This is an optimization exercise on Yosys and OpenROAD, whose aim is small area, a short achievable clock period and few clock cycles, not a production implementation.
Power is estimated from default activity; no workload was simulated.

Setup of JK:
## tpb_codec
module tpb_codec (
    input  wire        clk,
    input  wire        rst,         
    input  wire        cmd_valid,
    output wire        cmd_ready,
    input  wire [31:0] cmd_word,
    input  wire [63:0] cmd_opd,
    input  wire [15:0] cmd_flen,
    input  wire        frm_valid,
    output wire        frm_ready,
    input  wire [7:0]  frm_data,
    output wire        rsp_valid,
    output wire [7:0]  rsp_status,
    output wire [63:0] rsp_res
);
Size in the first run: roughly 5300 cells after synthesis, roughly 53000 um^2 of cells after synthesis.
export LEC_CHECK = 0
export ABC_AREA = 1
export CAP_MARGIN = 20
export CORE_MARGIN = 2
export CORE_UTILIZATION = 40
export CTS_BUF_LIST = sky130_fd_sc_hd__clkbuf_16
export CTS_CLUSTER_DIAMETER = 75
export CTS_CLUSTER_SIZE = 30
export SLEW_MARGIN = 20
export SYNTH_HIERARCHICAL = 1
create_clock -name core_clock -period 70.0 [get_ports {clk}]
standard.sh (not shown) runs the stock make flow with config.mk's settings and CLKGATE_MAP_FILE= SYNTH_SCRIPT=/design/flow/synth_recipe.tcl, a recipe that flattens the netlist after the stock synthesis.
==> flow/flow/run.sh <==
#!/bin/bash
# Layout flow: the standard flow (standard.sh, ORFS) with two settings
# that ORFS reads from the environment:
#  - BUFFER_PORTS_ARGS: the port buffers are sky130_fd_sc_hd__buf_2 cells
#    (every input and output port still gets its own buffer);
#  - CTS_ARGS: the clock tree is built as the standard flow builds it, but
#    without dummy load cells.
# The clock period, the SDC and every other step are the standard flow's.
set -euo pipefail
export BUFFER_PORTS_ARGS="-buffer_cell sky130_fd_sc_hd__buf_2"
export CTS_ARGS="-sink_clustering_enable -repair_clock_nets -dont_use_dummy_load -sink_clustering_size 30 -sink_clustering_max_diameter 75 -buf_list sky130_fd_sc_hd__clkbuf_16"
bash standard.sh > standard.log 2>&1
JK completed; timing, DRC and antenna clean
### JK -> MS
--- a/flow/design.v
+++ b/flow/design.v
@@ -112,28 +112,31 @@
     wire [3:0] rslot = rj[3:0] + dofs;
     wire       at_wr = (rslot == ph);                
     wire       at_rd = (rslot[2:0] == ph[2:0]);      
     wire ld_w  = fb_v & ((fidx == 8'd0) ? (fb_d == 8'h47) : load_ok);
     wire w_go  = w_pend & at_wr & ~clr_q;
     wire sp_go = sp_pend & ~w_pend & (a_static | (~clr_q & (sp_wr ? at_wr : at_rd)));
     wire [7:0] saddr = fb_v ? fidx : a_idx;
     wire       s_we  = fb_v ? (ld_w & fb_static) : (sp_go & sp_wr & a_static);
     wire [7:0] sbus  = fb_v ? fb_d : a_dat;
     wire       r_we  = w_go | (ld_w & ~fb_static) | (sp_go & sp_wr & ~a_static);
     wire [7:0] rbus  = clr_q ? 8'd0 : (w_pend ? w_dat : (fb_v ? fb_d : a_dat));
+    wire       rd_hi = rslot[3] ^ ph[3];           
     reg [7:0] ring_rd;
     integer ri;
     always @* begin
         ring_rd = 8'd0;
-        for (ri = 0; ri < NR; ri = ri + 1)
-            if (rring == ri) ring_rd = ring_rd | ((rslot[3] ^ ph[3]) ? ring[ri][8] : ring[ri][0]);
+        for (ri = 0; ri < NR; ri = ri + 1) begin
+            ring_rd = ring_rd | ({8{(rring == ri) & ~rd_hi}} & ring[ri][0])
+                              | ({8{(rring == ri) &  rd_hi}} & ring[ri][8]);
+        end
     end
     reg [7:0] static_rd;
     always @* begin
         case (a_idx[3:0])
             4'd0: static_rd = p[0];   4'd1: static_rd = p[1];   4'd2: static_rd = p[2];
             4'd3: static_rd = p[3];   4'd4: static_rd = p[4];   4'd5: static_rd = p[5];
             4'd6: static_rd = p[6];   4'd7: static_rd = p[7];   4'd8: static_rd = p[8];
             4'd9: static_rd = p[9];   4'd10: static_rd = p[10]; default: static_rd = p[11];
         endcase
     end
     wire [7:0] rd_byte   = a_static ? static_rd : ring_rd;
## What came out
Between JK and MS, the flow reports overall routed net length decreasing by a few percent.
Sort JK and MS by global-route wire length before repair asc -> top: MS
Final layout net count, MS vs JK: down by a few percent
MS vs JK: number of global-route vias before repair down in MS
[compare] base=JK new=MS: final clock period utilization by the worst path +0.23 points, leakage component of the power lower.
Function was not checked in any run of this note: the RTL went through the layout flow alone.

* * *

== branch pepper ==
tpb_codec, a different RTL version from the one above (not shown whole).
Size: roughly 5,100 cells after synthesis, roughly 200 I/O pins, about 53,000 um2 of cells after synthesis.
Settings: LEC_CHECK=0, ABC_AREA=1, CAP_MARGIN=20, CORE_MARGIN=2, CORE_UTILIZATION=40, CTS_BUF_LIST=sky130_fd_sc_hd__clkbuf_16, CTS_CLUSTER_DIAMETER=75, CTS_CLUSTER_SIZE=30, SLEW_MARGIN=20, SYNTH_HIERARCHICAL=1; clock period 70.0 ns.
Scripts as last shown in full above: flow/flow/run.sh
branch pepper reached the end of the flow, and the finished layout is clean on the timing, DRC and antenna checks.
The following lists how branch xenon was set up differently from branch pepper:
--- a/flow/design.v
+++ b/flow/design.v
@@ -71,18 +71,23 @@
     wire        has_pcr = has_af & p[5][4];
     wire [41:0] pcr_rd;
     tpb_mul300 u_mul (
         .base ({p[6], p[7], p[8], p[9], p[10][7]}),
         .ext  ({p[10][0], p[11]}),
         .res  (pcr_rd)
     );
-    wire [7:0] af_win_len = (af_len > 8'd183) ? 8'd183 : af_len;
-    wire [8:0] pl_start   = has_af ? (9'd5 + {1'b0, af_len}) : 9'd4;
-    wire [8:0] pl_off     = (pl_start > 9'd188) ? 9'd188 : pl_start;
-    wire [8:0] pl_len     = 9'd188 - pl_off;
+    wire [7:0] af_win_len;
+    wire [8:0] pl_off, pl_len;
+    tpb_fields u_fields (
+        .af_len     (af_len),
+        .has_af     (has_af),
+        .af_win_len (af_win_len),
+        .pl_off     (pl_off),
+        .pl_len     (pl_len)
+    );
     wire [3:0] st_validate = (p[0] != 8'h47) ? ST_BAD_SYNC :
                              (has_af && af_len > 8'd183) ? ST_BAD_ADAPT : ST_OK;
     wire cls_unk = (p[0] != 8'h47) & (p[0] != 8'h80);
     wire cls_80  = (p[0] == 8'h80);
     wire [6:0] err_new;
     assign err_new[0] = rv_q && rs_q == ST_BAD_SYNC;
     assign err_new[1] = rv_q && rs_q == ST_BAD_SIZE;
@@ -118,15 +123,23 @@
     reg [7:0] ring_rd;
     integer ri;
     always @* begin
         ring_rd = 8'd0;
         for (ri = 0; ri < NR; ri = ri + 1)
             if (rring == ri) ring_rd = ring_rd | ((rslot[3] ^ ph[3]) ? ring[ri][8] : ring[ri][0]);
     end
-    wire [7:0] static_rd = p[a_idx[3:0]];
+    reg [7:0] static_rd;
+    always @* begin
+        case (a_idx[3:0])
+            4'd0: static_rd = p[0];   4'd1: static_rd = p[1];   4'd2: static_rd = p[2];
+            4'd3: static_rd = p[3];   4'd4: static_rd = p[4];   4'd5: static_rd = p[5];
+            4'd6: static_rd = p[6];   4'd7: static_rd = p[7];   4'd8: static_rd = p[8];
+            4'd9: static_rd = p[9];   4'd10: static_rd = p[10]; default: static_rd = p[11];
+        endcase
+    end
     wire [7:0] rd_byte   = a_static ? static_rd : ring_rd;
     wire [6:0]       st_r;
     wire [DIV_K-1:0] st_q;
     tpb_divstep #(.K(DIV_K)) u_div (
         .rem_in  (rem),
         .bits    (xq[XW-1:XW-DIV_K]),
         .rem_out (st_r),
@@ -303,24 +316,22 @@
             busy    <= 1'b0;
             sysrst_q <= 1'b0;
         end
     end
     wire [7:0] tk1    = tk + 8'd1;
     wire       ok_n   = (fb_v && fidx == 8'd0) ? (fb_d == 8'h47) : load_ok;
     wire [3:0] dofs_n = (ld_w && fidx == 8'd12) ? ph : dofs;
-    wire [3:0] ph2    = ph + 4'd2;
-    wire [7:0] tkj    = tk - 8'd12;
-    wire [7:0] tk1j   = tk - 8'd11;
+    wire [3:0] al     = ph + 4'd14 - dofs_n;
     wire       r_free = ~clr_q & ~w_pend;       
     wire fr_b = in_load & (tk < 8'd188) &
                 ((tk < 8'd12) | ~ok_n |
-                 (r_free & ((tk == 8'd12) | (ph2 == tkj[3:0] + dofs_n))));
+                 (r_free & ((tk == 8'd12) | (tk[3:0] == al))));
     wire fr_a = in_load & (tk < 8'd187) &
                 ((tk < 8'd11) | ~ok_n |
-                 (r_free & ((tk == 8'd11) | (tk == 8'd12) | (ph2 == tk1j[3:0] + dofs_n))));
+                 (r_free & ((tk == 8'd11) | (tk == 8'd12) | (tk[3:0] + 4'd1 == al))));
     wire busy_d, sp_pend_d, w_pend_d, in_load_d, sysrst_d, crdy_d, frdy_d;
     tpb_ctl u_ctl (
         .fire       (fire),
         .take       (take),
         .L_load     (dl[1]),
         .L_slow     (dl[4]),
         .L_pcr      (dl[12]),
@@ -613,14 +624,28 @@
                 p_d[12:8]  = imm[12:8];
                 p_d[23:16] = imm[7:0];
             end
             if (L_cc)  p_d[27:24] = imm[3:0];
         end
     end
 endmodule
+module tpb_fields (
+    input  wire [7:0] af_len,
+    input  wire       has_af,
+    output wire [7:0] af_win_len,
+    output wire [8:0] pl_off,
+    output wire [8:0] pl_len
+);
+    wire       l_big = (af_len >= 8'd183);
+    wire [7:0] l_p5  = af_len + 8'd5;           
+    wire [7:0] l_m   = 8'd183 - af_len;         
+    assign af_win_len = (af_len > 8'd183) ? 8'd183 : af_len;
+    assign pl_off = has_af ? (l_big ? 9'd188 : {1'b0, l_p5}) : 9'd4;
+    assign pl_len = has_af ? (l_big ? 9'd0 : {1'b0, l_m}) : 9'd184;
+endmodule
 module tpb_mul300 (
     input  wire [32:0] base,
     input  wire [8:0]  ext,
     output wire [41:0] res
 );
     wire [33:0] at_p, at_g, at_s;
     wire [34:0] at_c;
Results
Re per-instance average area after synthesis: branch xenon and branch pepper aren't equal, and the higher value belongs to branch pepper. Diff branch pepper -> branch xenon | final wirelength | up slightly. Synthesized area: branch pepper vs branch xenon — no meaningful difference. Going from branch pepper to branch xenon, tightest hold margin decreased 0.043 ns, fmax essentially unchanged, flip-flop and latch share of the layout cell area increased 0.24 points, global-route wire length before repair increased 2.8%, post-placement cell count increased 1.9%. Via count of the first global-routing pass grows by a few percent when moving from branch pepper to branch xenon. Going from branch pepper to branch xenon, the largest net degree at the start of global routing was found to have gone down by 3.7%. Comparing branch xenon and branch pepper, the lower synthesized cell count was measured on branch pepper. Looking at branch xenon and branch pepper, the area added between synthesis and finish is a wash. branch xenon vs branch pepper: overall power after layout down by a few percent.
No run of this note included a check of the RTL's function; only the layout flow was run.

what the ideal ports hide:
In the flow no input, the clock included, has a driving cell. The finished layouts below were timed again as built, in two steps. Step 1 (the two cells are an assumption about what drives the block):
set clk [get_ports {clk}]
set_driving_cell -lib_cell sky130_fd_sc_hd__clkbuf_16 $clk
set_driving_cell -lib_cell sky130_fd_sc_hd__buf_2 [delete_from_list [all_inputs] $clk]
Step 2, shift: input delay + t, output delay - t, t = (earliest + latest rising clock arrival at the registers) / 2. This alone moves slack from input paths to output paths. a / b / c = ideal / step 1 / step 2; a / b = the first two.
| run | shift t [ns] | setup WS [ns] | hold WS [ns] |
|---|---|---|---|
| JK | 0.756 | 54.485 / 54.477 / 53.721 | 0.274 / 0.274 / 0.274 |
| MS | 0.729 | 54.325 / 54.324 / 53.595 | 0.247 / 0.247 / 0.247 |
| branch pepper | 0.747 | 54.539 / 54.459 / 53.852 | 0.267 / 0.267 / 0.267 |
| branch xenon | 0.729 | 54.554 / 54.587 / 53.878 | 0.224 / 0.224 / 0.224 |
After both steps every run listed still meets setup and hold. The setup slack of JK, which loses most, moves by -0.008 ns with the drivers and by -0.764 ns with both steps.
